Context: an optimization exercise on an open-source flow, tuned for small area, a short achievable clock period and few clock cycles. The choices shown serve that exercise and are no tape-out recipe. Only simulation tests tie the RTL to the original design; equivalence was not proved. Power and IR drop assume default switching activity.

File: design.v
module nbc_stream_enc (
    input  wire        clk,
    input  wire        rst,
    input  wire        cmd_valid,
    output wire        cmd_ready,
    input  wire [31:0] cmd_count,
    input  wire [1:0]  cmd_mode,
    input  wire [63:0] cmd_acc,
    input  wire        in_valid,
    output wire        in_ready,
    input  wire [63:0] in_data,
    output wire        out_valid,
    input  wire        out_ready,
    output wire [63:0] out_data,
    output wire [3:0]  out_nbytes,
    output wire        out_last
);
    localparam MODE_DELTA = 2'd1;
    localparam MODE_XOR   = 2'd2;
    integer j, i;
    reg        active;       
    reg [31:0] rem;          
    reg [2:0]  gpos;         
    reg        i_v, i_c, i_x, i_e, i_l;
    reg [2:0]  i_pos;
    reg [63:0] i_d;
    reg [1:0]  mode;
    reg [63:0] acc;          
    reg        i_sub;        
    reg        i_xor;        
    reg        gopen;        
    reg [15:0] nz_acc;       
    reg [6:0]  m_acc;
    reg        pend_full;
    reg [15:0] pend_nz;      
    reg [4:0]  pend_n;       
    reg [7:0]  pend_m;
    reg        pend_last;    
    reg [63:0] sd [0:8];
    reg [8:0]  tv, tc, tf, tz;
    reg        noop;         
    reg [135:0] nbuf;        
    reg [5:0]   cnt;         
    reg         fin;         
    reg [3:0]   lnb;         
    reg [4:0]   blk_n;       
    reg [6:0]   bm;          
    reg         blk_last;    
    assign out_valid  = cnt[5] | cnt[4] | fin;
    assign out_last   = fin & (cnt == 6'd16);
    assign out_data   = nbuf[63:0];
    assign out_nbytes = lnb;
    wire xfer = out_valid & out_ready;
    wire v0 = tv[0];
    wire c0 = tc[0];
    wire f0 = tf[0];
    wire head_noop = noop;
    reg  lt16;               
    reg  ok2;                
    reg  blk_pre;            
    wire head_go = head_noop | lt16 | (out_ready & ok2);
    wire blocked = blk_pre & ~(v0 & f0);
    wire step    = head_go & (i_v | ~gopen);
    wire mv      = step & i_v & ~blocked;
    wire pk      = step & ~head_noop;
    reg  in_ra, in_rb, cmd_ra, cmd_rb;
    assign cmd_ready = cmd_ra | (cmd_rb & out_ready);
    assign in_ready  = in_ra | (in_rb & out_ready);
    wire cmd_fire = cmd_valid & cmd_ready;
    wire in_fire  = in_valid & in_ready;
    wire last_v   = (rem == 32'd1);
    wire [63:0] acc_m = acc & {64{i_sub | i_xor}};
    wire [63:0] dif   = i_d - acc;
    wire [63:0] t_val = i_sub ? dif : (i_d ^ acc_m);
    wire [63:0] bw    = dif ^ i_d ^ acc;
    reg [15:0] nzt;
    always @(*)
        for (i = 0; i < 16; i = i + 1)
            if (i_sub && i > 0 && bw[4*i])
                nzt[i] = (i_d[4*i +: 4] != acc[4*i +: 4] + 4'd1);
            else
                nzt[i] = (i_d[4*i +: 4] != acc_m[4*i +: 4]);
    wire zt = (i_d == acc_m);
    wire [15:0] nz_new = (i_x ? 16'd0 : nz_acc) | nzt;
    reg  [7:0]  m_full;
    always @(*)
        for (j = 0; j < 8; j = j + 1)
            m_full[j] = (j < i_pos) ? m_acc[j] : ((j == i_pos) ? zt : 1'b1);
    reg [4:0] n_enc;
    always @(*) begin
        n_enc = 5'd0;
        for (i = 0; i < 16; i = i + 1)
            if (pend_nz[i]) n_enc = i + 1;
    end
    wire [4:0] n_use = f0 ? pend_n : blk_n;
    wire       z0    = f0 ? pend_m[0] : bm[0];
    wire       more  = f0 ? ~&pend_m[7:1] : ~&bm[6:1];
    wire [5:0] len   = c0 ? 6'd8 : ({1'b0, f0, 2'b00} + {1'b0, (z0 ? 5'd0 : n_use)});
    wire [3:0] q     = cnt[3:0];
    wire [5:0] tot0  = {2'b00, q} + len;
    wire       pad   = ~c0 & ~more & tot0[0];
    wire [5:0] tot   = tot0 + {5'd0, pad};
    wire       fin_set = c0 ? tz[0] : ((f0 ? pend_last : blk_last) & ~more);
    wire [79:0]  app   = f0 ? {sd[0], pend_m, 3'b000, pend_n} : {16'd0, sd[0]};
    wire       bm_n0 = (v0 & ~c0) ? (f0 ? pend_m[1] : bm[1]) : bm[0];
    wire [135:0] app_s = {56'd0, app} << {q, 2'b00};
    wire [135:0] base  = xfer ? {64'd0, nbuf[135:64]} : nbuf;
    wire [5:0]   bcnt  = xfer ? cnt - 6'd16 : cnt;
    wire         bfin  = fin & ~(xfer & out_last);
    wire [5:0]   tot_r = (tot[3:0] == 4'd0) ? tot : {tot[5:4] + 2'd1, 4'd0};
    reg [5:0] cnt_n;
    reg       fin_n;
    always @(*) begin
        if (pk) begin
            cnt_n = fin_set ? tot_r : tot;
            fin_n = fin_set;
        end else begin
            cnt_n = bcnt;
            fin_n = bfin;
        end
    end
    wire take   = cmd_fire | in_fire;
    wire i_v_n  = take | (i_v & ~mv);
    wire i_c_n  = take ? cmd_fire : i_c;
    wire i_e_n  = take ? ((gpos == 3'd7) | last_v) : i_e;
    wire pf_n   = (mv & ~i_c & i_e) | (pend_full & ~(step & v0 & f0));
    wire act_n  = cmd_fire ? (cmd_count != 32'd0) : (active & ~(in_fire & last_v));
    wire v0_n   = step ? tv[1] : tv[0];
    wire f0_n   = step ? tf[1] : tf[0];
    wire noop_n = step ? (~tv[1] | (~tc[1] & ~tf[1] & bm_n0)) : noop;
    wire lt16_n = ~cnt_n[5] & ~cnt_n[4];
    wire ok2_n  = fin_n ? (cnt_n == 6'd16) : ~cnt_n[5];
    wire bpre_n = i_v_n & ~i_c_n & i_e_n & pf_n;
    wire blk_n_ = bpre_n & ~(v0_n & f0_n);
    wire ra_n   = ~i_v_n | (~blk_n_ & (noop_n | lt16_n));
    wire rb_n   = ~blk_n_ & ok2_n;
    always @(posedge clk) begin
        if (cmd_fire) begin
            rem  <= cmd_count;
            gpos <= 3'd0;
            mode <= cmd_mode;
        end else if (in_fire) begin
            rem  <= rem - 32'd1;
            gpos <= ((gpos == 3'd7) | last_v) ? 3'd0 : gpos + 3'd1;
        end
        if (cmd_fire | in_fire) begin
            i_d   <= cmd_fire ? {32'd0, cmd_count} : in_data;
            i_c   <= cmd_fire;
            i_x   <= cmd_fire ? (cmd_count == 32'd0) : (gpos == 3'd0);
            i_e   <= (gpos == 3'd7) | last_v;
            i_l   <= last_v;
            i_pos <= gpos;
            i_sub <= ~cmd_fire & (mode == MODE_DELTA);
            i_xor <= ~cmd_fire & (mode == MODE_XOR);
        end
        if (cmd_fire)
            acc <= cmd_acc;
        else if (mv & ~i_c)
            acc <= i_d;
        pend_n <= n_enc;
        if (mv & ~i_c) begin
            if (i_e) begin
                pend_nz   <= nz_new;
                pend_m    <= m_full;
                pend_last <= i_l;
            end else begin
                nz_acc       <= nz_new;
                m_acc[i_pos] <= zt;
            end
        end
        if (step) begin
            for (j = 0; j < 8; j = j + 1)
                sd[j] <= sd[j+1];
            sd[8] <= t_val;
            tc <= {i_c, tc[8:1]};
            tf <= {~i_c & i_x, tf[8:1]};
            tz <= {i_c & i_x, tz[8:1]};
        end
        if (step & v0 & ~c0) begin
            if (f0) begin
                bm       <= pend_m[7:1];
                blk_n    <= pend_n;
                blk_last <= pend_last;
            end else begin
                bm <= {1'b1, bm[6:1]};
            end
        end
        if (pk & fin_set)
            lnb <= (tot[3:0] == 4'd0) ? 4'd8 : {1'b0, tot[3:1]};
        if (pk)
            nbuf <= (c0 ? 136'd0 : base) | app_s;
        else
            nbuf <= base;
        if (rst) begin
            active    <= 1'b0;
            i_v       <= 1'b0;
            gopen     <= 1'b0;
            pend_full <= 1'b0;
            tv        <= 9'd0;
            noop      <= 1'b1;
            in_ra     <= 1'b0;
            in_rb     <= 1'b0;
            cmd_ra    <= 1'b1;
            cmd_rb    <= 1'b0;
            cnt       <= 6'd0;
            fin       <= 1'b0;
            lt16      <= 1'b1;
            ok2       <= 1'b1;
            blk_pre   <= 1'b0;
        end else begin
            active <= act_n;
            in_ra  <= act_n & ra_n;
            in_rb  <= act_n & rb_n;
            cmd_ra <= ~act_n & ra_n;
            cmd_rb <= ~act_n & rb_n;
            i_v <= cmd_fire | in_fire | (i_v & ~mv);
            if (mv & ~i_c)
                gopen <= ~i_e;
            if (mv & ~i_c & i_e)
                pend_full <= 1'b1;
            else if (step & v0 & f0)
                pend_full <= 1'b0;
            if (step) begin
                tv   <= {mv, tv[8:1]};
                noop <= noop_n;
            end
            cnt     <= cnt_n;
            fin     <= fin_n;
            lt16    <= lt16_n;
            ok2     <= ok2_n;
            blk_pre <= bpre_n;
        end
    end
endmodule
File: flow/run.sh
#!/bin/bash
# The standard layout, except that the I/O ports are buffered with
# sky130_fd_sc_hd__buf_2 cells instead of the delay buffers that buffer_ports
# picks by default. Every port still gets its own buffer.
set -euo pipefail
export BUFFER_PORTS_ARGS="-buffer_cell sky130_fd_sc_hd__buf_2"
bash standard.sh > standard_flow.log 2>&1
File: standard.sh
#!/bin/bash
# synth_recipe.tcl (not shown) runs the flow's synth.tcl, then flattens the netlist and writes it again
# the make line also repeats each setting of config.mk as NAME=value (left out here)
make -C /OpenROAD-flow-scripts/flow DESIGN_CONFIG=/design/flow/config.mk WORK_HOME=/design/flow/orfs CLKGATE_MAP_FILE= SYNTH_SCRIPT=/design/flow/synth_recipe.tcl "${@:-finish}"
File: config.mk
export PLATFORM = sky130hd
export DESIGN_NAME = nbc_stream_enc
export DESIGN_NICKNAME = nbc_stream_enc
export VERILOG_FILES = /design/flow/design.v
export SDC_FILE = /design/flow/constraint.sdc
export NUM_CORES = 4
export LEC_CHECK = 0
export ABC_CLOCK_PERIOD_IN_PS = 3600
export CAP_MARGIN = 5
export CORE_MARGIN = 2
export CORE_UTILIZATION = 40
export CTS_CLUSTER_DIAMETER = 110
export CTS_CLUSTER_SIZE = 25
export GPL_ROUTABILITY_DRIVEN = 0
export SETUP_SLACK_MARGIN = 4.4
export SLEW_MARGIN = 5
export TNS_END_PERCENT = 10
File: constraint.sdc
create_clock -name core_clock -period 8.0 [get_ports {clk}]
set_input_delay 1.6000 -clock core_clock [delete_from_list [all_inputs] [get_ports {clk}]]
set_output_delay 1.6000 -clock core_clock [all_outputs]
set_load 0.01 [all_outputs]
==> impl_metrics.toml, run 1 <==
[outcome]
outcome = "finished clean"

[die]
initial_core_util = 0.403
die_h_um = 349
io-pin-count = 239
dieArea_sq_mm = 0.122
fp.dieW_um = 349
core_area_sq_mm = 0.118
rows = 126

[synth]
synth_area_sq_mm = 0.0476
synth_ff_type = "edfxtp_1"
synth.top_cells.by_count = "edfxtp_1, nand2_1, mux2i_1"
ys_warn_count = 3
synth_seq_area_share = 0.602
yosys-top-cells-area = "edfxtp_1, dfxtp_1, nand2_1"
synth_top_area_frac = 0.529
synth_edf_count = 837
synth_fp_nets = 4352
synth_largest_area_cell = "edfxtp_1"
synth-seq-cells = 1011
ys_types = 92
async_flop_share = 0
yosysMostFrequentCell = "edfxtp_1"
avgSynthCellArea_sq_um = 11.6
synthCells = 4084

[worst_setup_path]
end_kind = "output pin"
criticalPathCategory = "in2out"
required_ns = 6.40
cp_max_fo = 6
crit_arrival_ns = 2.27
startpoint_type = "input pin"

[clocking]
cts_buffers = 49
cts_sinks = 1011
htreeDepth = 2
hold_buffers = 0
clk_pin_slew_worst_paths_ns = 0.10
clk_path_buf_depth = 3
clock_insertion_delay_worst_skew_ns = 0.67
clockRootBuffer = "clkbuf_16"
cts_tree = "built"

[finish]
fin_nets = 4472
diodes = 0
drive_gt1_frac = 0.142
area_growth_pct = 10.5

[drt]
vias_per_cell = 5.32
post_drt_wl_per_cell_um = 19.3
ant_nets = 0
drc = 0
firstDrtPassIters = 5
dr_total_vias = 30700
dr.first_iter.drc_count = 2620
totalWireLength_um = 111000

[sta]
setup_tns_ns = 0
drv_slew = 0
hold_viol = 0
tightest_slew_ns = 1.03
layout_min_cycle_time_ns = 3.87
finClkSkew_ns = 0.0468
fmax_mhz = 258
setup_viol = 0
rsz0062_at_grt = "yes"
period_share = 0.484
maxSlewHeadroom = 0.293

[job]
cap_violations = 0

[worst_hold_path]
hold_path.class = "reg2reg"

[pwr]
power_density_mw_per_mm2 = 279
leakage_nw = 20.0
power.total_mw = 14.6
ir_worst_vdd_mv = 0.168

[global_route]
grt_max_degree = 188
antenna_found_initial = 2
track_usage = 0.178
grt_remaining_overflow = 0
grt_pass1_vias = 28500
grt_pass1_wl_um = 169000

[placed_design]
hpwlAfterDp_um = 79900
place.port_buffers = 238
cell families (layout without fill, tap and decap cells):
kind of cell             Yosys count  after routing  share of synthesized area
AO/OA/AOI/OAI                    827            827                      0.109
XOR/XNOR                         265            265                     0.0488
adder cells (fa/ha/maj)          101            101                     0.0269
buffers and inverters            420            569                     0.0388
flip-flops                      1011           1011                      0.602
multiplexers                     294            294                     0.0636
AND/OR/NAND/NOR                 1166           1166                      0.111
layer usage:
metal | track usage | wire, um | vias up
met2 | 0.284 | 51200 | 866
met3 | 0.0195 | 5780 | 162
met4 | 0.0585 | 3440 | 2
met1 | 0.252 | 51100 | 14600
li1 | - | - | 15000
met5 | 0 | 9 | -
final cells by class:
cell class	count	area, sq um
multi-input cells	2653	17700
repair inverters	1	8.76
well taps	1536	1920
flip-flops and latches	1011	28600
inverters	122	487
clock inverters	10	140
clock buffers	70	1330
repair buffers	366	2340
fillers	10900	65400
registers in the layout, indices dropped and copies added, names as in the netlist, 16 cells and up:
signal	flops
rem	32
i_d	64
acc	64
sd	576
nbuf	136
nz_acc	16
pend_nz	16
repair_timing:
action / CTS / global route
setup endpoints to repair: 278 / 285
pin swaps: 13 / 15
buffers inserted: 9 / 85
resized for setup: 29 / 79
cloned: 4 / 0
cell usage in the layout (no fill, tap or decap), types with 12 or more instances in the layout:
cell	Yosys	routed
a21o_1	62	61
a21oi_1	209	197
a22o_1	24	24
a31oi_1	50	50
and2_1	41	39
and3_1	14	14
buf_2	16	237
buf_4	65	115
clkbuf_1	185	20
clkbuf_16	0	50
dfxtp_1	174	170
edfxtp_1	837	837
ha_1	99	79
ha_2	0	12
inv_1	120	118
mux2_2	64	63
mux2i_1	230	229
nand2_1	666	659
nand2b_1	20	19
nand3_1	57	57
nand4_1	27	27
nor2_1	176	173
nor2b_1	18	17
nor3_1	41	39
nor4_1	30	28
nor4b_1	30	30
o21ai_0	218	214
o21ai_1	16	18
o21bai_1	16	16
o221ai_1	16	16
o22ai_1	64	63
o32ai_1	34	34
xnor2_1	189	188
xor2_1	76	73
per-stage QoR:
step / hold WS [ns] / cell area (sq um) / utilization / setup slack [ns] / instances
2_1_floorplan: 0.400 / 47600 / - / 3.82 / 4084
3_3_place_gp: 0.401 / 49700 / 0.421 / 3.03 / 5591
3_5_place_dp: 0.405 / 49700 / 0.421 / 2.98 / 5591
4_1_cts: 0.410 / 51500 / 0.437 / 3.96 / 5684
5_1_grt: 0.411 / 52500 / 0.446 / 4.05 / 5769
6_report: 0.408 / 52500 / 0.446 / 4.13 / 5769
worst max-delay path, stage by stage:
cell      delay, ns
clkbuf_4       0.21
a21o_1         0.21
buf_2          0.24
where the power goes:
group          total, mW  internal (mW)  leakage, nW  switching (mW)
clock               2.85           1.20        0.707            1.65
combinational       3.64           1.41         9.22            2.22
sequential          8.16           7.49         10.0           0.662
path summary, 6_finish.rpt:
| check | from | end | slack (ns) | depth (start not counted) |
|---|---|---|---|---|
| hold / removal | sd[1][23] | sd[0][23] | 0.41 | 0 |
| hold reg to reg | sd[1][23] | sd[0][23] | 0.41 | 0 |
| setup reg to reg | tf[0] | nbuf[60] | 4.18 | 11 |
| setup / recovery | out_ready | cmd_ready | 4.13 | 3 |
Testbench counts, summed over its fixed seeds: cycles 15,253.
==> run 2, diff against run 1 <==
--- a/config.mk
+++ b/config.mk
@@ -12,6 +12,5 @@
 export CTS_CLUSTER_DIAMETER = 110
 export CTS_CLUSTER_SIZE = 25
-export GPL_ROUTABILITY_DRIVEN = 0
-export SETUP_SLACK_MARGIN = 4.4
+export SETUP_SLACK_MARGIN = 4.7
 export SLEW_MARGIN = 5
 export TNS_END_PERCENT = 10
==> run 2 against run 1 <==
- sequential power hardly changed
- critical path type is now reg2reg
- non-clock buffer count is 30 higher
- hold slack better by 0.011 ns
- via count is 0.56% higher
- die area stayed put
- maximum frequency is 4.3% higher
==> impl_metrics.toml, run 2 <==
[finish]
final_area_sq_mm = 0.0531
drive_gt1_frac = 0.164
reg.largest.list = "sd x576, nbuf x136"
final_common_cell = "edfxtp_1"
final_cell_mix = "edfxtp_1, nand2_1, buf_2"
diodes = 0
n_fill_cell = 10800
area_growth_pct = 11.8
largest_register_ffs = 576
fin_nets = 4504
top_register = "sd"
regArea_sq_mm = 0.0286
multi_input_comb_area_sq_mm = 0.0181

[worst_hold_path]
hold_path.class = "reg2reg"
holdPathEnd = "sd[1][57]"
min_delay_path_depth = 0
hold_path_startpoint = "sd[2][57]"

[worst_setup_path]
required_ns = 8.55
regToRegEndpoint = "ok2"
r2r-start = "tf[0]"
startpoint_type = "register"
r2r_setup_slack_ns = 4.29
criticalPathCategory = "reg2reg"
reg2reg_depth = 15
end_kind = "register"
path_cells = "buf_12, mux2_4, inv_1, and3_1, ha_1, fa_2, ha_2, xor2_4, nor2_1, o2111a_1, a31oi_2, mux2i_2, nor2_2, a21boi_4, or2_1"
crit_path_max_incr_delay_ns = 0.58
worst_path_max_delay_cell = "fa_2"
cp_max_fo = 5
crit_arrival_ns = 4.27

[synth]
synth_area_sq_mm = 0.0476
synth-compound-area-share = 0.109
yosysMostFrequentCell = "edfxtp_1"
synth_fa_ha_area_frac = 0.0269
synthCells = 4084
synth-xor-area-share = 0.0488
ys_types = 92
synth-seq-cells = 1011
async_flop_share = 0
synth.top_cells.by_count = "edfxtp_1, nand2_1, mux2i_1"
synth_largest_area_cell = "edfxtp_1"
synth_mux_area_frac = 0.0636
synth_top_family_by_area = "simple AND/OR/NAND/NOR gates"
yosys-top-cells-area = "edfxtp_1, dfxtp_1, nand2_1"
yosys.area_share.simple = 0.111
synth_top_area_frac = 0.529
synth_seq_area_share = 0.602
avgSynthCellArea_sq_um = 11.6
synth_ff_type = "edfxtp_1"
ys_warn_count = 3
synth_fp_nets = 4352
synth_edf_count = 837

[drt]
firstDrtPassIters = 5
ant_nets = 0
post_drt_wl_per_cell_um = 20.0
dr_total_vias = 30900
dr.first_iter.drc_count = 2643
drc = 0
vias_per_cell = 5.33
totalWireLength_um = 116000

[sta]
layout_min_cycle_time_ns = 3.71
maxSlewHeadroom = 0.231
fin_ws_ns = 4.29
fmax_mhz = 269
tightest_slew_ns = 1.15
setup_viol = 0
drv_slew = 0
period_share = 0.464
rsz0062_at_grt = "yes"
setup_tns_ns = 0
hold_viol = 0
finClkSkew_ns = 0.0363

[die]
io-pin-count = 239
rows = 126
initial_core_util = 0.403
core_area_sq_mm = 0.118
fp.dieW_um = 349
die_h_um = 349
dieArea_sq_mm = 0.122

[global_route]
antenna_found_initial = 1
track_usage = 0.185
grt_pass1_wl_um = 175000
grt_remaining_overflow = 0
grt_pass1_vias = 28800
grt_max_degree = 218

[placed_design]
place.port_buffers = 238
placed_area_sq_mm = 0.0497
gp_congestion = 0.914
hpwlAfterDp_um = 81800
pre_cts_ws_ns = 3.19

[clocking]
clk_path_buf_depth = 3
cts_sinks = 1011
cts_buffers = 49
clk_pin_slew_worst_paths_ns = 0.10
clock_insertion_delay_worst_skew_ns = 0.65
cts_tree = "built"
htreeDepth = 2
clockRootBuffer = "clkbuf_16"
hold_buffers = 0

[outcome]
outcome = "finished clean"

[job]
cap_violations = 0

[pwr]
power_density_mw_per_mm2 = 278
ir_worst_vdd_mv = 0.147
power.total_mw = 14.8
leakage_nw = 20.1
==> run 2: layout make-up <==
cell class                 instances  area share
tap                             1536      0.0362
clock buffer                      60      0.0238
multi-input combinational       2653       0.340
timing repair inverter             3    0.000494
clock inverter                    12     0.00278
inverter                         122     0.00916
timing repair buffer             396      0.0485
sequential                      1011       0.539
==> run 2: how the worst max path moves through the flow <==
stage	start	end	slack (ns)	depth (start not counted)
6_report	tf[0]	ok2	4.29	15
5_1_grt	tf[0]	ok2	4.14	16
3_5_place_dp	out_ready	nbuf[36]	3.19	10
4_1_cts	tf[0]	ok2	4.29	16
3_3_place_gp	out_ready	nbuf[38]	3.25	10
2_1_floorplan	out_ready	blk_last	3.82	5
==> run 2: cell families after synthesis <==
group,after synthesis
DFF,1011
buffers and inverters,420
xor gates and xnor gates,265
adders and majority gates,101
and+or+nand+nor,1166
AOI/OAI and AO/OA,827
muxes,294
==> run 2: worst max-delay path, delay by kind of cell (launching register included) <==
kind            cells  cell delay (ns)
fa+ha+maj           3             1.04
compound gates      3             0.60
mux                 2             0.55
simple gates        4             0.55
flops               1             0.44
buf+inv             2             0.23
xor+xnor            1             0.21
==> run 2: layer usage <==
layer	up-vias	global-route usage	wire (um)
met3	171	0.0249	5810
li1	15100	-	-
met5	-	0	13
met2	880	0.292	52500
met4	2	0.0644	4130
met1	14700	0.261	53500
==> run 2: through the flow <==
stage	hold WS, ns	util	std cells
final	0.419	0.451	5793
after detailed placement	0.405	0.421	5594
after CTS	0.422	0.445	5753
after floorplan	0.400	-	4084
after global placement	0.401	0.421	5594
after global routing	0.427	0.451	5793
==> run 2: report_power, final <==
group | switching (mW) | total, mW | internal [mW] | leakage (nW)
sequential | 0.645 | 8.14 | 7.49 | 10.0
combinational | 2.32 | 3.79 | 1.48 | 9.38
clock | 1.63 | 2.82 | 1.19 | 0.686
total | 4.59 | 14.8 | 10.2 | 20.1
==> run 2: what timing repair did <==
action                     4_1_cts  5_1_grt
resized for setup              141       69
gates cloned                     5        0
pin swaps                       33       37
setup endpoints to repair      747      169
buffers inserted                82       40
==> run 3, diff against run 2 <==
--- a/config.mk
+++ b/config.mk
@@ -7,10 +7,10 @@
 export LEC_CHECK = 0
 export ABC_CLOCK_PERIOD_IN_PS = 3600
-export CAP_MARGIN = 5
+export CAP_MARGIN = 20
 export CORE_MARGIN = 2
 export CORE_UTILIZATION = 40
 export CTS_CLUSTER_DIAMETER = 110
 export CTS_CLUSTER_SIZE = 25
-export SETUP_SLACK_MARGIN = 4.7
-export SLEW_MARGIN = 5
-export TNS_END_PERCENT = 10
+export SETUP_SLACK_MARGIN = 4.5
+export SLEW_MARGIN = 20
+export TNS_END_PERCENT = 5
==> run 3 against run 2 <==
- register-to-register slack barely moved
- sequential cell count did not move
- non-clock buffer count fell by 23
- clock power barely moved
- maximum frequency fell by 0.25%
- via count fell by 0.75%
- largest power group unchanged
- highest routed layer unchanged
- first-iteration DRC count fell by 1.9%
==> impl_metrics.toml, run 3 <==
[sta]
finClkSkew_ns = 0.0379
holdWs_ns = 0.421
fmax_mhz = 269
hold_viol = 0
setup_tns_ns = 0
layout_min_cycle_time_ns = 3.72
maxSlewHeadroom = 0.308
setup_viol = 0
drv_slew = 0
rsz0062_at_grt = "yes"
tightest_slew_ns = 1.01
period_share = 0.465

[global_route]
grt_remaining_overflow = 0
grt_max_degree = 218
track_usage = 0.182
grt_pass1_wl_um = 172000
grt_pass1_vias = 28500
antenna_found_initial = 2

[synth]
avgSynthCellArea_sq_um = 11.6
synth_largest_area_cell = "edfxtp_1"
synth_top_area_frac = 0.529
ys_types = 92
synth_edf_count = 837
synth_fp_nets = 4352
synth_seq_area_share = 0.602
synth_ff_type = "edfxtp_1"
yosysMostFrequentCell = "edfxtp_1"
ys_warn_count = 3
yosys-top-cells-area = "edfxtp_1, dfxtp_1, nand2_1"
synth.top_cells.by_count = "edfxtp_1, nand2_1, mux2i_1"
synthCells = 4084
async_flop_share = 0
synth-seq-cells = 1011
synth_area_sq_mm = 0.0476

[die]
io-pin-count = 239
core_area_sq_mm = 0.118
fp.dieW_um = 349
dieArea_sq_mm = 0.122
initial_core_util = 0.403
die_h_um = 349
rows = 126

[finish]
area_growth_pct = 10.6
fin_nets = 4479
final_common_cell = "edfxtp_1"
drive_gt1_frac = 0.147
reg.largest.list = "sd x576, nbuf x136"
largest_register_ffs = 576
diodes = 0
multi_input_comb_area_sq_mm = 0.0177
top_register = "sd"
final_cell_mix = "edfxtp_1, nand2_1, buf_2"
n_fill_cell = 10900
regArea_sq_mm = 0.0286

[pwr]
ir_worst_vdd_mv = 0.149
power.total_mw = 14.7
power_density_mw_per_mm2 = 279
leakage_nw = 19.9

[worst_setup_path]
worst_path_max_delay_cell = "edfxtp_1"
startpoint_type = "register"
crit_path_frequent_cell = "ha_4"
crit_arrival_ns = 4.30
crit_buf_inv = 1
end_kind = "register"
cp_max_fo = 5
r2r_setup_slack_ns = 4.28
criticalPathCategory = "reg2reg"
cp_top_family = "simple AND/OR/NAND/NOR gates"
crit_path_max_incr_delay_ns = 0.44
required_ns = 8.58
path_cells = "buf_12, mux2_4, nor2b_4, ha_4, ha_4, or2_4, ha_4, a21oi_4, or4_4, nand2_2, xor2_1, o211a_1, nor3_2, o31ai_2, nand2_1, a21boi_1"

[outcome]
outcome = "finished clean"

[clocking]
cts_sinks = 1011
htreeDepth = 2
clk_pin_slew_worst_paths_ns = 0.10
cts_buffers = 49
cts_tree = "built"
clk_path_buf_depth = 3
clock_insertion_delay_worst_skew_ns = 0.65
clockRootBuffer = "clkbuf_16"

[drt]
firstDrtPassIters = 6
drc = 0
post_drt_wl_per_cell_um = 19.8
ant_nets = 0
dr.first_iter.drc_count = 2593
vias_per_cell = 5.31
dr_total_vias = 30600
totalWireLength_um = 114000

[worst_hold_path]
hold_path.class = "reg2reg"

[placed_design]
place.port_buffers = 238
gp_congestion = 0.914
hpwlAfterDp_um = 81800

[job]
cap_violations = 0
## run 3: through the flow
stage | util | instances | instance area, sq um | worst slack (ns)
finish | 0.446 | 5768 | 52600 | 4.28
global route | 0.446 | 5768 | 52600 | 4.13
CTS | 0.440 | 5709 | 51900 | 4.28
detailed placement | 0.421 | 5594 | 49700 | 3.19
global placement | 0.421 | 5594 | 49700 | 3.25
floorplan | - | 4084 | 47600 | 3.82
## run 3: what timing repair did
item	CTS	global route
hold buffers	0	0
setup buffers	40	58
cloned	3	0
pin swaps	19	21
resized for setup	79	58
setup endpoints to repair	694	316
hold endpoints to repair	0	0
## run 3: final timing paths
check | cells past startpoint | to | startpoint
setup / recovery | 16 | in_ra | tf[0]
hold reg to reg | 0 | sd[6][55] | sd[7][55]
setup reg to reg | 16 | in_ra | tf[0]
hold / removal | 0 | sd[6][55] | sd[7][55]
## run 3: logic make-up after synthesis
logic type | synth area share
buffers and inverters | 0.0388
adders and majority gates | 0.0269
DFF | 0.602
and+or+nand+nor | 0.111
AOI/OAI and AO/OA | 0.109
xor gates and xnor gates | 0.0488
muxes | 0.0636
## run 3: power by group
group / switching, mW / leakage (nW) / internal (mW)
registers: 0.661 / 10.0 / 7.49
clock network: 1.63 / 0.686 / 1.19
logic: 2.26 / 9.22 / 1.42
total: 4.55 / 19.9 / 10.1
## run 3: layout make-up
class | instances | area share
Timing Repair Buffer | 373 | 0.0452
Sequential cell | 1011 | 0.545
Clock buffer | 60 | 0.0241
Clock inverter | 12 | 0.00281
Inverter | 122 | 0.00926
Multi-Input combinational cell | 2653 | 0.337
Timing Repair inverter | 1 | 0.000167
Tap cell | 1536 | 0.0366
## run 3: per-layer routing
| layer | up-vias | global-route usage | part of all wire |
|---|---|---|---|
| met3 | 164 | 0.0250 | 0.051 |
| met2 | 887 | 0.285 | 0.45 |
| met4 | 4 | 0.0671 | 0.036 |
| met5 | - | 0 | 0.00020 |
| li1 | 15000 | - | - |
| met1 | 14600 | 0.257 | 0.46 |
==> run 4, diff against run 3 <==
--- a/config.mk
+++ b/config.mk
@@ -10,7 +10,7 @@
 export CORE_MARGIN = 2
 export CORE_UTILIZATION = 40
-export CTS_CLUSTER_DIAMETER = 110
-export CTS_CLUSTER_SIZE = 25
-export SETUP_SLACK_MARGIN = 4.5
+export CTS_CLUSTER_DIAMETER = 90
+export CTS_CLUSTER_SIZE = 30
+export SETUP_SLACK_MARGIN = 4.4
 export SLEW_MARGIN = 20
-export TNS_END_PERCENT = 5
+export TNS_END_PERCENT = 10
==> run 4 against run 3 <==
- sequential share of layout area about the same
- global-route usage down 0.057 points
- maximum frequency down 0.67%
- largest cell class unchanged
- hold slack worse by 0.012 ns
- critical path type is now in2reg
- combinational power down 2%
- clock-buffer cell count down 1
- total power up 1.8%
- sequential cell count unchanged
- clock power up 11%
==> impl_metrics.toml, run 4 <==
[worst_setup_path]
path_cells = "buf_12, buf_4, a211o_1, o21ai_2, bufinv_16, nand2b_1, buf_4, nor2_1, buf_4, nand2_1, o22ai_1"
criticalPathCategory = "in2reg"
crit_arrival_ns = 4.24
startpoint_type = "input pin"
required_ns = 8.49
crit_path_frequent_cell = "buf_4"
cp_max_fo = 69
crit_path_max_incr_delay_ns = 0.41
worst_path_max_delay_cell = "buf_4"
end_kind = "register"

[finish]
area_growth_pct = 10.6
reg.largest.list = "sd x576, nbuf x136"
diodes = 0
multi_input_comb_area_sq_mm = 0.0177
final_cell_mix = "edfxtp_1, nand2_1, buf_2"
drive_gt1_frac = 0.141
n_fill_cell = 10900
final_area_sq_mm = 0.0526
final_common_cell = "edfxtp_1"
largest_register_ffs = 576
regArea_sq_mm = 0.0286
top_register = "sd"
fin_nets = 4444

[pwr]
ir_worst_vdd_mv = 0.162
power_density_mw_per_mm2 = 284
leakage_nw = 19.9

[sta]
period_share = 0.469
fmax_mhz = 267
layout_min_cycle_time_ns = 3.75
tightest_slew_ns = 1.05
setup_viol = 0
setup_tns_ns = 0
maxSlewHeadroom = 0.299
rsz0062_at_grt = "yes"
finClkSkew_ns = 0.0553
hold_viol = 0
drv_slew = 0

[drt]
vias_per_cell = 5.30
dr_total_vias = 30400
post_drt_wl_per_cell_um = 19.8
dr.first_iter.drc_count = 2741
firstDrtPassIters = 6
totalWireLength_um = 113000
drc = 0
ant_nets = 0

[placed_design]
gp_congestion = 0.914
hpwlAfterDp_um = 81800
placed_area_sq_mm = 0.0497
place.port_buffers = 238

[clocking]
clk_path_buf_depth = 3
hold_buffers = 0
cts_sinks = 1011
clock_insertion_delay_worst_skew_ns = 0.67
htreeDepth = 2
cts_tree = "built"
clockRootBuffer = "clkbuf_16"
cts_buffers = 50
clk_pin_slew_worst_paths_ns = 0.11

[job]
cap_violations = 0

[global_route]
grt_remaining_overflow = 0
track_usage = 0.181
grt_pass1_vias = 28500
antenna_found_initial = 2
grt_pass1_wl_um = 172000
grt_max_degree = 218

[synth]
synth_fp_nets = 4352
synth_top_area_frac = 0.529
yosysMostFrequentCell = "edfxtp_1"
synth_seq_area_share = 0.602
synth_edf_count = 837
avgSynthCellArea_sq_um = 11.6
synth_ff_type = "edfxtp_1"
ys_warn_count = 3
yosys-top-cells-area = "edfxtp_1, dfxtp_1, nand2_1"
ys_types = 92
synth-seq-cells = 1011
async_flop_share = 0
synth_area_sq_mm = 0.0476
synthCells = 4084
synth_largest_area_cell = "edfxtp_1"
synth.top_cells.by_count = "edfxtp_1, nand2_1, mux2i_1"

[die]
io-pin-count = 239
core_area_sq_mm = 0.118
die_h_um = 349
initial_core_util = 0.403
rows = 126
dieArea_sq_mm = 0.122
fp.dieW_um = 349

[worst_hold_path]
hold_path.class = "reg2reg"

[outcome]
outcome = "finished clean"
run 4: cell counts after synthesis:
No cell type changed its count.
run 4: routing by layer:
metal	part of all wire	vias up	track usage
met5	0.00018	-	0
met4	0.040	4	0.0689
met3	0.050	190	0.0261
met2	0.45	852	0.284
met1	0.46	14400	0.255
li1	-	15000	-
run 4: timing repair:
action / CTS / global route
endpoints found under the setup margin: 498 / 144
setup buffers: 30 / 32
pin swaps: 16 / 14
cloned: 3 / 0
hold endpoints to repair: 0 / 0
resized for setup: 66 / 53
run 4: final timing paths:
check	start	end	slack [ns]	cells after the start
setup / recovery	out_ready	nbuf[13]	4.25	11
hold / removal	sd[8][43]	sd[7][43]	0.41	0
setup reg to reg	tf[0]	ok2	4.30	16
hold reg to reg	sd[8][43]	sd[7][43]	0.41	0
run 4: logic make-up (layout without fill, tap and decap cells):
group,after synthesis,in the layout,share of synthesized area
flops,1011,1011,0.602
fa+ha+maj,101,101,0.0269
xor+xnor,265,265,0.0488
simple gates,1166,1166,0.111
compound gates,827,827,0.109
buf+inv,420,545,0.0388
mux,294,294,0.0636
run 4: stage by stage:
step	setup slack, ns	util	hold WS (ns)	total power, mW	instances
global placement	3.25	0.421	0.401	11.6	5594
CTS	4.17	0.441	0.408	14.9	5712
detailed placement	3.19	0.421	0.405	11.7	5594
finish	4.25	0.446	0.409	14.9	5745
floorplan	3.82	-	0.400	10.5	4084
global route	4.15	0.446	0.409	15.7	5745
run 4: where the power goes:
group	switching, mW	internal, mW
Clock	1.82	1.32
Combinational	2.23	1.38
Sequential	0.664	7.49
run 4: critical path: cells and delay by family:
kind                   cells  cell delay (ns)
AO/OA/AOI/OAI              3             0.73
AND/OR/NAND/NOR            3             0.61
buffers and inverters      5             1.24
run 4: area by class of cell:
cell class              count  area share
flip-flops and latches   1011       0.544
multi-input cells        2653       0.336
repair buffers            337      0.0401
well taps                1536      0.0365
clock buffers              59      0.0248
inverters                 122     0.00926
clock inverters            26     0.00849
repair inverters            1    0.000167
==> run 5, diff against run 4 <==
==> flow/run.sh (replaced) <==
#!/bin/bash
# The standard layout, except that the I/O ports are buffered with
# sky130_fd_sc_hd__buf_1 cells instead of the delay buffers that buffer_ports
# picks by default. Every port still gets its own buffer.
set -euo pipefail
export BUFFER_PORTS_ARGS="-buffer_cell sky130_fd_sc_hd__buf_1"
bash standard.sh > standard_flow.log 2>&1
--- a/config.mk
+++ b/config.mk
@@ -10,6 +10,4 @@
 export CORE_MARGIN = 2
 export CORE_UTILIZATION = 40
-export CTS_CLUSTER_DIAMETER = 90
-export CTS_CLUSTER_SIZE = 30
 export SETUP_SLACK_MARGIN = 4.4
 export SLEW_MARGIN = 20
==> run 5 against run 4 <==
- sequential share of layout area decreased by 1.7 points
- still clean on timing, DRC and antenna
- synthesized area is the same
- total power increased by 11%
- utilization rose by 1.4 points
- hold slack lost 0.011 ns
- setup slack got worse by 0.11 ns
- register-to-register slack got worse by 0.15 ns
- largest cell class unchanged
==> impl_metrics.toml, run 5 <==
[outcome]
outcome = "finished clean"

[pwr]
ir_worst_vdd_mv = 0.187
comb_power_share = 0.218
switching_share = 0.298
leakage_nw = 20.1
power_density_mw_per_mm2 = 306
seqPwrFrac = 0.495
power.internal_mw = 11.6
power.total_mw = 16.6
switching_power_mw = 4.94
p_clk_frac = 0.288

[sta]
maxSlewHeadroom = 0.276
hold_viol = 0
drv_slew = 0
fmax_mhz = 259
holdWs_ns = 0.398
setup_tns_ns = 0
layout_min_cycle_time_ns = 3.86
tightest_slew_ns = 1.09
rsz0062_at_grt = "yes"
period_share = 0.483
fin_ws_ns = 4.14
finClkSkew_ns = 0.0314
setup_viol = 0

[finish]
fin_nets = 4517
reg.largest.list = "sd x576, nbuf x136"
utilization = 0.460
final_cell_mix = "edfxtp_1, nand2_1, buf_1"
drive_gt1_frac = 0.105
area_growth_pct = 14.1
diodes = 0
largest_register_ffs = 576
top_register = "sd"
final_common_cell = "edfxtp_1"

[clocking]
clock_insertion_delay_worst_skew_ns = 0.69
clk_path_buf_depth = 3
cts_tree = "built"
htreeDepth = 3
cts_sinks = 1011
clockRootBuffer = "clkbuf_16"
cts_buffers = 104
clk_pin_slew_worst_paths_ns = 0.06
hold_buffers = 0

[drt]
vias_per_cell = 5.28
firstDrtPassIters = 6
dr.first_iter.drc_count = 2303
totalWireLength_um = 114000
dr_total_vias = 31000
drc = 0
post_drt_wl_per_cell_um = 19.4
ant_nets = 0

[synth]
synthCells = 4084
synth_fp_nets = 4352
synth_largest_area_cell = "edfxtp_1"
synth.top_cells.by_count = "edfxtp_1, nand2_1, mux2i_1"
yosys-top-cells-area = "edfxtp_1, dfxtp_1, nand2_1"
synth_edf_count = 837
synth_ff_type = "edfxtp_1"
synth_seq_area_share = 0.602
avgSynthCellArea_sq_um = 11.6
synth_top_area_frac = 0.529
synth-seq-cells = 1011
synth_area_sq_mm = 0.0476
ys_warn_count = 3
async_flop_share = 0
ys_types = 92
yosysMostFrequentCell = "edfxtp_1"

[die]
core_area_sq_mm = 0.118
rows = 126
fp.dieW_um = 349
io-pin-count = 239
die_h_um = 349
initial_core_util = 0.403
dieArea_sq_mm = 0.122

[global_route]
track_usage = 0.182
antenna_found_initial = 4
grt_max_degree = 119
grt_pass1_vias = 29000
grt_remaining_overflow = 0
grt_pass1_wl_um = 173000

[placed_design]
gp_congestion = 0.932
pre_cts_ws_ns = 2.41
place.port_buffers = 238
hpwlAfterDp_um = 80300

[worst_setup_path]
critPathLaunch = "out_ready"
required_ns = 6.40
end_kind = "output pin"
cp_max_fo = 7
crit_arrival_ns = 2.26
startpoint_type = "input pin"
r2r-start = "tf[0]"
reg2reg_depth = 17
criticalPathCategory = "in2out"

[worst_hold_path]
min_delay_path_depth = 0
hold_path_startpoint = "sd[8][49]"
hold_path.class = "reg2reg"

[job]
cap_violations = 0
## run 5: cell counts after synthesis
Identical to the previous run, type by type.
## run 5: stage by stage
step	instances	instance area (sq um)
2_1_floorplan	4084	47600
3_3_place_gp	5594	49400
3_5_place_dp	5594	49400
4_1_cts	5800	53200
5_1_grt	5874	54200
6_report	5874	54200
## run 5: path summary, 6_finish.rpt
check / end / slack, ns
hold / removal: sd[7][49] / 0.40
setup / recovery: cmd_ready / 4.14
setup reg to reg: ok2 / 4.15
hold reg to reg: sd[7][49] / 0.40
## run 5: final cells by class
cell class / instances / area (sq um)
fillers: 10800 / 63700
flip-flops and latches: 1011 / 28600
multi-input cells: 2654 / 17800
clock buffers: 135 / 2780
repair buffers: 354 / 1980
well taps: 1536 / 1920
clock inverters: 60 / 646
inverters: 122 / 487
repair inverters: 2 / 17.5
## run 5: kinds of logic (layout without fill, tap and decap cells)
kind of cell / count (synthesis) / after routing / synth area share
AO/OA/AOI/OAI: 827 / 828 / 0.109
XOR/XNOR: 265 / 265 / 0.0488
adder cells (fa/ha/maj): 101 / 101 / 0.0269
buffers and inverters: 420 / 673 / 0.0388
flip-flops: 1011 / 1011 / 0.602
multiplexers: 294 / 294 / 0.0636
AND/OR/NAND/NOR: 1166 / 1166 / 0.111
## run 5: worst max-delay path: stages
cell and delay, ns:
buf_4 0.23, a21o_4 0.23, buf_1 0.17
## run 5: repair_timing
item / in CTS / in global routing
buffers inserted: 6 / 73
resized for setup: 36 / 100
pin swaps: 9 / 22
cloned: 5 / 1
setup endpoints to repair: 884 / 365
## run 5: power groups by stage
stage               sequential [mW]  combinational (mW)  clock, mW
detailed placement             8.33                3.29          0
global placement               8.29                3.27          0
finish                         8.20                3.61       4.77
floorplan                      7.95                2.52          0
CTS                            8.22                3.39       4.91
global route                   8.36                3.93       5.11
## run 5: routing by layer
metal | GRT usage | up-vias | share of wire
met5 | 0 | - | 0.000097
met3 | 0.0284 | 195 | 0.056
li1 | - | 15200 | -
met2 | 0.290 | 884 | 0.46
met1 | 0.255 | 14700 | 0.45
met4 | 0.0610 | 2 | 0.032
==> run 6, diff against run 5 <==
--- a/design.v
+++ b/design.v
@@ -67,6 +67,7 @@
     assign cmd_ready = cmd_ra | (cmd_rb & out_ready);
     assign in_ready  = in_ra | (in_rb & out_ready);
-    wire cmd_fire = cmd_valid & cmd_ready;
-    wire in_fire  = in_valid & in_ready;
+    wire s8_free  = ~i_v | mv;
+    wire cmd_fire = cmd_valid & ~active & s8_free;
+    wire in_fire  = in_valid & active & s8_free;
     wire last_v   = (rem == 32'd1);
     wire [63:0] acc_m = acc & {64{i_sub | i_xor}};
==> flow/run.sh (replaced) <==
#!/bin/bash
# The standard layout, except that the I/O ports are buffered with
# sky130_fd_sc_hd__buf_2 cells instead of the delay buffers that buffer_ports
# picks by default. Every port still gets its own buffer.
set -euo pipefail
export BUFFER_PORTS_ARGS="-buffer_cell sky130_fd_sc_hd__buf_2"
bash standard.sh > standard_flow.log 2>&1
--- a/config.mk
+++ b/config.mk
@@ -7,8 +7,10 @@
 export LEC_CHECK = 0
 export ABC_CLOCK_PERIOD_IN_PS = 3600
-export CAP_MARGIN = 20
+export CAP_MARGIN = 5
 export CORE_MARGIN = 2
 export CORE_UTILIZATION = 40
+export CTS_CLUSTER_DIAMETER = 110
+export CTS_CLUSTER_SIZE = 25
 export SETUP_SLACK_MARGIN = 4.4
-export SLEW_MARGIN = 20
+export SLEW_MARGIN = 5
 export TNS_END_PERCENT = 10
==> run 6 against run 5 <==
- setup slack improved by 0.11 ns
- sequential power shrank 5.2%
- register-to-register slack improved by 0.09 ns
- clock skew increased by 0.0095 ns
- clock-buffer cell count shrank 55
- hold slack improved by 0.017 ns
- first-iteration DRC count grew 0.43%
- final area shrank 2.5%
- largest cell class unchanged
- highest routed layer is now met4
==> impl_metrics.toml, run 6 <==
[worst_setup_path]
worst_path_max_delay_cell = "nor4b_4"
cp.depth = 17
reg2reg_depth = 17
cp_top_family = "compound AO/OA/AOI/OAI gates"
endpoint = "nz_acc[12]"
cp_max_fo = 3
r2r_setup_slack_ns = 4.24
crit_buf_inv = 3
criticalPathCategory = "reg2reg"
required_ns = 8.43
r2r-start = "i_d[0]"
startpoint_type = "register"
end_kind = "register"
path_cells = "inv_1, ha_2, fa_2, nor2b_1, o21ai_1, a21oi_2, o211ai_1, buf_4, o2111a_2, o211ai_4, a21oi_4, buf_4, nor4b_4, or3_1, nand3_1, a21oi_1, a21oi_2"
regToRegEndpoint = "nz_acc[12]"
crit_path_max_incr_delay_ns = 0.37
critPathLaunch = "i_d[0]"
crit_arrival_ns = 4.18

[finish]
fin_nets = 4493
largest_register_ffs = 576
final_area_sq_mm = 0.0529
utilization = 0.449
final_cell_mix = "edfxtp_1, nand2_1, o21ai_0"
top_register = "sd"
final_common_cell = "edfxtp_1"
diodes = 0
drive_gt1_frac = 0.159
reg.largest.list = "sd x576, nbuf x136"
area_growth_pct = 11.6

[placed_design]
hpwlAfterDp_um = 79900
gp_congestion = 0.895
placed_area_sq_mm = 0.0495
place.port_buffers = 238
pre_cts_ws_ns = 3.03

[pwr]
leakage_nw = 20.1
power_density_mw_per_mm2 = 262
ir_worst_vdd_mv = 0.167

[sta]
holdWs_ns = 0.415
period_share = 0.469
rsz0062_at_grt = "yes"
fmax_mhz = 266
layout_min_cycle_time_ns = 3.76
finClkSkew_ns = 0.0409
fin_ws_ns = 4.24
maxSlewHeadroom = 0.218
setup_viol = 0
tightest_slew_ns = 1.16
drv_slew = 0
setup_tns_ns = 0
hold_viol = 0

[synth]
yosysMostFrequentCell = "edfxtp_1"
ys_types = 92
yosys-top-cells-area = "edfxtp_1, dfxtp_1, nand2_1"
synth_edf_count = 837
synth_seq_area_share = 0.604
avgSynthCellArea_sq_um = 11.7
ys_warn_count = 3
synth_area_sq_mm = 0.0474
synth_largest_area_cell = "edfxtp_1"
synth_top_area_frac = 0.530
synth_ff_type = "edfxtp_1"
synth-seq-cells = 1011
synth.top_cells.by_count = "edfxtp_1, nand2_1, o21ai_0"
synthCells = 4067
synth_fp_nets = 4335
async_flop_share = 0

[drt]
drc = 0
ant_nets = 0
firstDrtPassIters = 5
post_drt_wl_per_cell_um = 19.7
dr_total_vias = 30600
vias_per_cell = 5.27
dr.first_iter.drc_count = 2313
totalWireLength_um = 115000

[clocking]
cts_buffers = 49
cts_sinks = 1011
clockRootBuffer = "clkbuf_16"
clk_pin_slew_worst_paths_ns = 0.11
clk_path_buf_depth = 3
htreeDepth = 2
cts_tree = "built"
clock_insertion_delay_worst_skew_ns = 0.66

[job]
cap_violations = 0

[die]
rows = 126
die_h_um = 348
io-pin-count = 239
fp.dieW_um = 348
initial_core_util = 0.403
dieArea_sq_mm = 0.121
core_area_sq_mm = 0.118

[global_route]
antenna_found_initial = 0
grt_pass1_wl_um = 174000
grt_remaining_overflow = 0
track_usage = 0.184
grt_pass1_vias = 29000
grt_max_degree = 171

[worst_hold_path]
hold_path.class = "reg2reg"
min_delay_path_depth = 0

[outcome]
outcome = "finished clean"
[run 6: cell types whose count changed in the layout (fill, tap and decap cells not counted), sizes merged, moves of 9 or more]
| cell | previous run | this run |
|---|---|---|
| bufinv | 9 | 0 |
| buf | 350 | 394 |
| clkbuf | 136 | 81 |
| clkinv | 42 | 3 |
| inv | 128 | 118 |
| a21oi | 211 | 223 |
| o22ai | 64 | 55 |
| nand2 | 666 | 626 |
| a22o | 24 | 13 |
| o21ai | 235 | 266 |
| nor2 | 177 | 219 |
| mux2i | 230 | 201 |
| nor4 | 33 | 23 |
| mux4 | 0 | 9 |
[run 6: cell type report]
type | count | area (sq um)
clock buffers | 80 | 1400
clock inverters | 9 | 113
fillers | 10800 | 64900
inverters | 112 | 425
multi-input cells | 2654 | 17900
flip-flops and latches | 1011 | 28600
well taps | 1536 | 1920
repair buffers | 397 | 2550
[run 6: logic make-up after synthesis]
group | Yosys count | synth area share
fa+ha+maj | 101 | 0.0270
xor+xnor | 267 | 0.0493
simple gates | 1173 | 0.110
flops | 1011 | 0.604
compound gates | 830 | 0.108
mux | 280 | 0.0633
buf+inv | 405 | 0.0380
[run 6: repair_timing]
item,in CTS,in global routing
setup endpoints to repair,706,711
buffers inserted,108,15
gates resized for setup,124,42
hold endpoints to repair,0,0
hold buffers,0,0
pin swaps,49,31
cloned,4,1
[run 6: worst min path at each step]
stage | startpoint | to | slack, ns
floorplan | i_l | pend_last | 0.40
global placement | sd[6][16] | sd[5][16] | 0.40
detailed placement | sd[1][15] | sd[0][15] | 0.40
CTS | sd[1][15] | sd[0][15] | 0.42
global route | sd[3][26] | sd[2][26] | 0.42
finish | sd[1][15] | sd[0][15] | 0.42
[run 6: report_power, final]
| part | switching (mW) | total [mW] | internal, mW | leakage (nW) |
|---|---|---|---|---|
| sequential | 0.567 | 7.77 | 7.20 | 10.0 |
| clock | 1.66 | 2.89 | 1.23 | 0.723 |
| combinational | 1.90 | 3.17 | 1.27 | 9.32 |
[run 6: routing by layer]
layer,GRT usage,routed length [um],up-vias
met4,0.0616,3760,0
li1,-,-,15000
met5,0,0,-
met2,0.301,53200,871
met3,0.0219,6020,158
met1,0.256,51600,14500
[run 6: worst register-to-register path: cells and delay by family, from the launching register on]
family          cells  cell delay [ns]
compound gates      8             1.44
fa+ha+maj           2             0.53
buf+inv             3             0.43
flops               1             0.36
simple gates        4             0.76
[run 6: stage by stage]
step           std cells  total power, mW
3_5_place_dp        5582             10.7
5_1_grt             5799             14.5
4_1_cts             5783             13.9
2_1_floorplan       4067             9.74
6_report            5799             13.8
3_3_place_gp        5582             10.7
Testbench counts of run 6, summed over its fixed seeds: cycles 15,253.
==> run 7, diff against run 6 <==
--- a/config.mk
+++ b/config.mk
@@ -12,5 +12,5 @@
 export CTS_CLUSTER_DIAMETER = 110
 export CTS_CLUSTER_SIZE = 25
-export SETUP_SLACK_MARGIN = 4.4
+export SETUP_SLACK_MARGIN = 4.6
 export SLEW_MARGIN = 5
 export TNS_END_PERCENT = 10
==> run 7 against run 6 <==
- critical path depth down 2
- hold slack is essentially flat
- global-route usage up 0.091 points
- first-iteration DRC count up 2.7%
- clock-buffer cell count stayed put
- sequential power is essentially flat
- die area is the same
- non-clock buffer count is 53 higher
- cell count increased by 0.91%
- combinational power increased by 5%
- still clean on timing, DRC and antenna
- total power up 1.1%
==> impl_metrics.toml, run 7 <==
[finish]
reg.largest.list = "sd x576, nbuf x136"
top_register = "sd"
largest_register_ffs = 576
final_cell_mix = "edfxtp_1, nand2_1, o21ai_0"
final_common_cell = "edfxtp_1"
area_growth_pct = 13.4
diodes = 0
n_fill_cell = 10700
drive_gt1_frac = 0.185
fin_nets = 4546
final_cells = 5852

[die]
dieArea_sq_mm = 0.121
io-pin-count = 239
initial_core_util = 0.403
fp.dieW_um = 348
die_h_um = 348
rows = 126
core_area_sq_mm = 0.118

[drt]
totalWireLength_um = 117000
post_drt_wl_per_cell_um = 19.9
firstDrtPassIters = 7
dr_total_vias = 30800
dr.first_iter.drc_count = 2376
drc = 0
ant_nets = 0
vias_per_cell = 5.27

[pwr]
switching_power_mw = 4.19
leakage_nw = 20.4
power.internal_mw = 9.80
switching_share = 0.299
power_density_mw_per_mm2 = 260
p_clk_frac = 0.207
seqPwrFrac = 0.556
ir_worst_vdd_mv = 0.167
comb_power_share = 0.238

[worst_setup_path]
cp_max_fo = 3
r2r_setup_slack_ns = 4.34
endpoint = "nz_acc[13]"
startpoint_type = "register"
critPathLaunch = "acc[0]"
regToRegEndpoint = "nz_acc[13]"
reg2reg_depth = 15
criticalPathCategory = "reg2reg"
required_ns = 8.43
end_kind = "register"
crit_arrival_ns = 4.08
r2r-start = "acc[0]"

[synth]
yosys-top-cells-area = "edfxtp_1, dfxtp_1, nand2_1"
synth.top_cells.by_count = "edfxtp_1, nand2_1, o21ai_0"
synth_largest_area_cell = "edfxtp_1"
synth_fp_nets = 4335
synthCells = 4067
yosysMostFrequentCell = "edfxtp_1"
synth_top_area_frac = 0.530
synth-seq-cells = 1011
async_flop_share = 0
synth_ff_type = "edfxtp_1"
synth_area_sq_mm = 0.0474
synth_edf_count = 837
avgSynthCellArea_sq_um = 11.7
ys_warn_count = 3
synth_seq_area_share = 0.604
ys_types = 92

[sta]
rsz0062_at_grt = "yes"
setup_tns_ns = 0
drv_slew = 0
tightest_slew_ns = 1.16
fmax_mhz = 274
period_share = 0.457
hold_viol = 0
setup_viol = 0
layout_min_cycle_time_ns = 3.66
maxSlewHeadroom = 0.219
finClkSkew_ns = 0.0423

[global_route]
track_usage = 0.185
antenna_found_initial = 0
grt_max_degree = 171
grt_pass1_wl_um = 175000
grt_pass1_vias = 29200
grt_remaining_overflow = 0

[outcome]
outcome = "finished clean"

[job]
cap_violations = 0

[placed_design]
dp.cells = 5582
gp_congestion = 0.895
place.port_buffers = 238
hpwlAfterDp_um = 79900

[clocking]
cts_buffers = 49
clock_insertion_delay_worst_skew_ns = 0.66
clockRootBuffer = "clkbuf_16"
htreeDepth = 2
cts_sinks = 1011
cts_tree = "built"
hold_buffers = 0
clk_path_buf_depth = 3
clk_pin_slew_worst_paths_ns = 0.11

[worst_hold_path]
hold_path_startpoint = "sd[1][15]"
min_delay_path_depth = 0
hold_path.class = "reg2reg"
==> run 7: stage by stage <==
step                      total power [mW]   util  instance area (sq um)  hold slack [ns]  worst slack [ns]
after floorplan                       9.74      -                  47500            0.400              3.71
after global placement                10.7  0.421                  49500            0.401              3.04
after detailed placement              10.7  0.421                  49500            0.405              3.03
after CTS                             13.9  0.450                  53000            0.422              4.35
after global routing                  14.7  0.457                  53800            0.425              4.18
final                                 14.0  0.457                  53800            0.415              4.34
==> run 7: cell families after synthesis <==
family,Yosys count,share of synthesized area
flops,1011,0.604
simple gates,1173,0.110
fa+ha+maj,101,0.0270
mux,280,0.0633
xor+xnor,267,0.0493
buf+inv,405,0.0380
compound gates,830,0.108
==> run 7: power by group through the flow <==
stage | clock [mW] | sequential, mW | combinational (mW)
floorplan | 0 | 7.61 | 2.13
global placement | 0 | 7.91 | 2.78
detailed placement | 0 | 7.94 | 2.79
CTS | 2.99 | 7.78 | 3.16
global route | 3.15 | 7.90 | 3.60
finish | 2.89 | 7.77 | 3.33
==> run 7: layout make-up <==
type                            count  area (sq um)  area share
Timing Repair Buffer              450          3030      0.0563
Tap cell                         1536          1920      0.0357
Sequential cell                  1011         28600       0.532
Clock inverter                      9           113     0.00209
Inverter                          112           428     0.00796
Multi-Input combinational cell   2654         18300       0.340
Clock buffer                       80          1400      0.0259
==> run 7: how the worst min path moves through the flow <==
| stage | end |
|---|---|
| final | sd[0][15] |
| after global routing | sd[2][26] |
| after CTS | sd[0][15] |
| after detailed placement | sd[0][15] |
| after global placement | sd[5][16] |
| after floorplan | pend_last |
==> run 7: worst max-delay path: stages (launching register included) <==
cell      delay (ns)
edfxtp_1        0.42
ha_2            0.21
fa_2            0.34
nor2b_1         0.12
o21ai_1         0.09
a21oi_2         0.21
o211ai_1        0.11
buf_4           0.17
o2111a_2        0.29
o211ai_4        0.29
a21oi_4         0.15
nor2_4          0.23
a21oi_4         0.12
xor2_2          0.18
mux2_4          0.31
o22a_1          0.21
==> run 7: repair_timing <==
| item | CTS | global route |
|---|---|---|
| pin swaps | 80 | 80 |
| buffers inserted | 126 | 49 |
| gates resized for setup | 183 | 89 |
| gates cloned | 5 | 1 |
| endpoints found under the setup margin | 886 | 589 |
==> run 7: layer usage <==
metal | wire length [um] | track usage | vias to the layer above
met1 | 52600 | 0.256 | 14700
met3 | 5890 | 0.0233 | 152
met4 | 3660 | 0.0581 | 0
met2 | 54600 | 0.304 | 848
li1 | - | - | 15100
met5 | 0 | 0 | -
==> run 8, diff against run 7 <==
--- a/design.v
+++ b/design.v
@@ -47,4 +47,5 @@
     reg [6:0]   bm;          
     reg         blk_last;    
+    reg  [5:0]  hl;          
     assign out_valid  = cnt[5] | cnt[4] | fin;
     assign out_last   = fin & (cnt == 6'd16);
@@ -97,5 +98,5 @@
     wire       z0    = f0 ? pend_m[0] : bm[0];
     wire       more  = f0 ? ~&pend_m[7:1] : ~&bm[6:1];
-    wire [5:0] len   = c0 ? 6'd8 : ({1'b0, f0, 2'b00} + {1'b0, (z0 ? 5'd0 : n_use)});
+    wire [5:0] len   = f0 ? (6'd4 + {1'b0, (pend_m[0] ? 5'd0 : pend_n)}) : hl;
     wire [3:0] q     = cnt[3:0];
     wire [5:0] tot0  = {2'b00, q} + len;
@@ -105,4 +106,6 @@
     wire [79:0]  app   = f0 ? {sd[0], pend_m, 3'b000, pend_n} : {16'd0, sd[0]};
     wire       bm_n0 = (v0 & ~c0) ? (f0 ? pend_m[1] : bm[1]) : bm[0];
+    wire [4:0] bn_n  = (v0 & f0) ? pend_n : blk_n;
+    wire [5:0] hl_n  = tc[1] ? 6'd8 : (bm_n0 ? 6'd0 : {1'b0, bn_n});
     wire [135:0] app_s = {56'd0, app} << {q, 2'b00};
     wire [135:0] base  = xfer ? {64'd0, nbuf[135:64]} : nbuf;
@@ -200,4 +203,5 @@
             tv        <= 9'd0;
             noop      <= 1'b1;
+            hl        <= 6'd0;
             in_ra     <= 1'b0;
             in_rb     <= 1'b0;
@@ -225,4 +229,5 @@
                 tv   <= {mv, tv[8:1]};
                 noop <= noop_n;
+                hl   <= hl_n;
             end
             cnt     <= cnt_n;
==> run 8 against run 7 <==
- setup slack got worse by 0.020 ns
- wire length fell by 0.59%
- synthesized cell count rose by 1.7%
- final area fell by 1.4%
- critical path type is now in2out
- largest power group unchanged
==> impl_metrics.toml, run 8 <==
[outcome]
outcome = "finished clean"

[worst_setup_path]
worst_path_max_delay_cell = "a21o_4"
crit_path_max_incr_delay_ns = 0.22
cp_top_family = "buffers and inverters"
cp_max_fo = 4
required_ns = 6.40
end_kind = "output pin"
crit_arrival_ns = 2.07
criticalPathCategory = "in2out"
path_cells = "buf_12, a21o_4, buf_2"
r2r_setup_slack_ns = 4.39
startpoint_type = "input pin"
crit_buf_inv = 2

[synth]
synth_mux_area_frac = 0.0577
yosysMostFrequentCell = "edfxtp_1"
synth-seq-cells = 1016
async_flop_share = 0
synth_fp_nets = 4405
synth_edf_count = 837
ys_types = 88
synth_seq_area_share = 0.605
synth_top_area_frac = 0.529
synth_area_sq_mm = 0.0475
synth_largest_area_cell = "edfxtp_1"
avgSynthCellArea_sq_um = 11.5
ys_warn_count = 3
synth_top_family_by_area = "simple AND/OR/NAND/NOR gates"
synth.top_cells.by_count = "edfxtp_1, nand2_1, a21oi_1"
yosys-top-cells-area = "edfxtp_1, dfxtp_1, nand2_1"
synthCells = 4138
yosys.area_share.simple = 0.113
synth_ff_type = "edfxtp_1"
synth-compound-area-share = 0.111
synth-xor-area-share = 0.0485
synth_fa_ha_area_frac = 0.0267

[finish]
multi_input_comb_area_sq_mm = 0.0177
reg.largest.list = "sd x576, nbuf x136"
utilization = 0.449
regArea_sq_mm = 0.0287
final_cell_mix = "edfxtp_1, nand2_1, a21oi_1"
final_common_cell = "edfxtp_1"
final_area_sq_mm = 0.0530
largest_register_ffs = 576
n_fill_cell = 10900
drive_gt1_frac = 0.153
fin_nets = 4572
area_growth_pct = 11.6
top_register = "sd"
diodes = 0

[pwr]
power_density_mw_per_mm2 = 270
power.total_mw = 14.3
ir_worst_vdd_mv = 0.146
leakage_nw = 20.0

[placed_design]
gp_congestion = 0.901
placed_area_sq_mm = 0.0495
place.port_buffers = 238
hpwlAfterDp_um = 80300
pre_cts_ws_ns = 3.03

[drt]
totalWireLength_um = 116000
ant_nets = 0
dr_total_vias = 31300
dr.first_iter.drc_count = 2739
vias_per_cell = 5.34
firstDrtPassIters = 6
post_drt_wl_per_cell_um = 19.8
drc = 0

[die]
rows = 126
die_h_um = 349
core_area_sq_mm = 0.118
fp.dieW_um = 349
initial_core_util = 0.403
io-pin-count = 239
dieArea_sq_mm = 0.122

[global_route]
grt-busiest-layer = "met2"
track_usage = 0.182
grt_remaining_overflow = 0
antenna_found_initial = 2
use_met3 = 0.0212
grt_pass1_wl_um = 173000
grt_max_degree = 168
grt_use_met2 = 0.292
grt_pass1_vias = 28900
grtUsageMet1 = 0.256

[job]
cap_violations = 0

[sta]
drv_slew = 0
setup_viol = 0
setup_tns_ns = 0
fmax_mhz = 272
layout_min_cycle_time_ns = 3.67
maxSlewHeadroom = 0.206
tightest_slew_ns = 1.19
fin_ws_ns = 4.33
finClkSkew_ns = 0.0486
rsz0062_at_grt = "yes"
hold_viol = 0
period_share = 0.459

[clocking]
cts_buffers = 48
cts_sinks = 1016
clk_path_buf_depth = 3
cts_tree = "built"
hold_buffers = 0
clock_insertion_delay_worst_skew_ns = 0.68
clk_pin_slew_worst_paths_ns = 0.09
htreeDepth = 2
clockRootBuffer = "clkbuf_16"

[worst_hold_path]
hold_path.class = "reg2reg"
-- run 8: cell types whose count changed after synthesis, sizes merged, moves of 19 or more --
| cell | before | now |
|---|---|---|
| o21ai | 266 | 226 |
| nand2 | 625 | 663 |
| a21oi | 222 | 258 |
| nor2 | 218 | 239 |
| clkbuf | 179 | 198 |
| nor3 | 48 | 67 |
-- run 8: layout make-up --
class / instances / area share
sequential: 1016 / 0.542
timing repair buffer: 415 / 0.0524
multi-input combinational: 2712 / 0.334
clock buffer: 68 / 0.0241
tap: 1536 / 0.0363
timing repair inverter: 1 / 0.000212
clock inverter: 9 / 0.00286
inverter: 111 / 0.00857
-- run 8: path summary, 6_finish.rpt --
kind                   from   endpoint  cells after the start
setup / recovery  out_ready   in_ready                      3
hold reg to reg   sd[5][34]  sd[4][34]                      0
hold / removal    sd[5][34]  sd[4][34]                      0
setup reg to reg     i_d[0]  sd[8][62]                     16
-- run 8: where the power goes --
group	total (mW)	internal (mW)	switching, mW
registers	7.95	7.32	0.629
clock network	2.85	1.20	1.64
logic	3.51	1.39	2.12
-- run 8: logic make-up (layout without fill, tap and decap cells) --
family,Yosys count,after routing
simple gates,1226,1230
flops,1016,1016
compound gates,852,852
buf+inv,414,604
mux,267,267
xor+xnor,263,263
fa+ha+maj,100,100
-- run 8: stage by stage --
| stage | hold WS (ns) | instances |
|---|---|---|
| floorplan | 0.400 | 4138 |
| CTS | 0.406 | 5740 |
| global placement | 0.400 | 5639 |
| detailed placement | 0.405 | 5639 |
| global route | 0.419 | 5868 |
| finish | 0.417 | 5868 |
-- run 8: per-layer routing --
metal	wire [um]	share of wire
met4	4120	0.035
met3	6330	0.055
met1	51900	0.45
met5	13	0.00011
met2	53700	0.46
-- run 8: timing repair --
item                                    in CTS  in global routing
setup buffers                               19                125
gates cloned                                 5                  3
endpoints found under the setup margin     719                599
pin swaps                                   17                 44
resized for setup                           49                137
Testbench counts of run 8, summed over its fixed seeds: cycles 15,253.

what the ideal ports hide:
The results above use ideal ports. As a check the final layouts listed here were re-extracted and re-timed, cells and wires unchanged. Step 1, drivers: a clkbuf_16 drives clk and a buf_2 each remaining input, both assumed. Step 2 times the ports against the registers' clock, not the clock port: input delays grow and output delays shrink by t, the midpoint of the rising clock arrivals with the driver on. a / b / c = ideal ports / drivers / drivers and shift; a / b = the first two.
run | t (ns) | slack for setup (ns) | hold slack, ns | worst slew at a driven data input, ns
run 1 | 0.728 | 4.127 / 4.015 / 3.696 | 0.408 / 0.408 / 0.408 | 0.15
run 2 | 0.712 | 4.286 / 4.207 / 3.895 | 0.419 / 0.419 / 0.419 | 0.15
run 3 | 0.710 | 4.276 / 4.185 / 3.617 | 0.421 / 0.421 / 0.421 | 0.16
run 4 | 0.721 | 4.252 / 4.185 / 3.494 | 0.409 / 0.409 / 0.409 | 0.16
run 5 | 0.747 | 4.138 / 4.108 / 3.690 | 0.398 / 0.398 / 0.398 | 0.06
run 6 | 0.719 | 4.245 / 4.245 / 3.829 | 0.415 / 0.415 / 0.415 | 0.06
run 7 | 0.722 | 4.345 / 4.334 / 3.845 | 0.415 / 0.415 / 0.415 | 0.07
run 8 | 0.722 | 4.325 / 4.234 / 3.832 | 0.417 / 0.417 / 0.417 | 0.13
After both steps setup and hold are still met in every run listed. The setup slack of run 4, which loses most, moves by -0.067 ns with the drivers and by -0.758 ns with both steps.
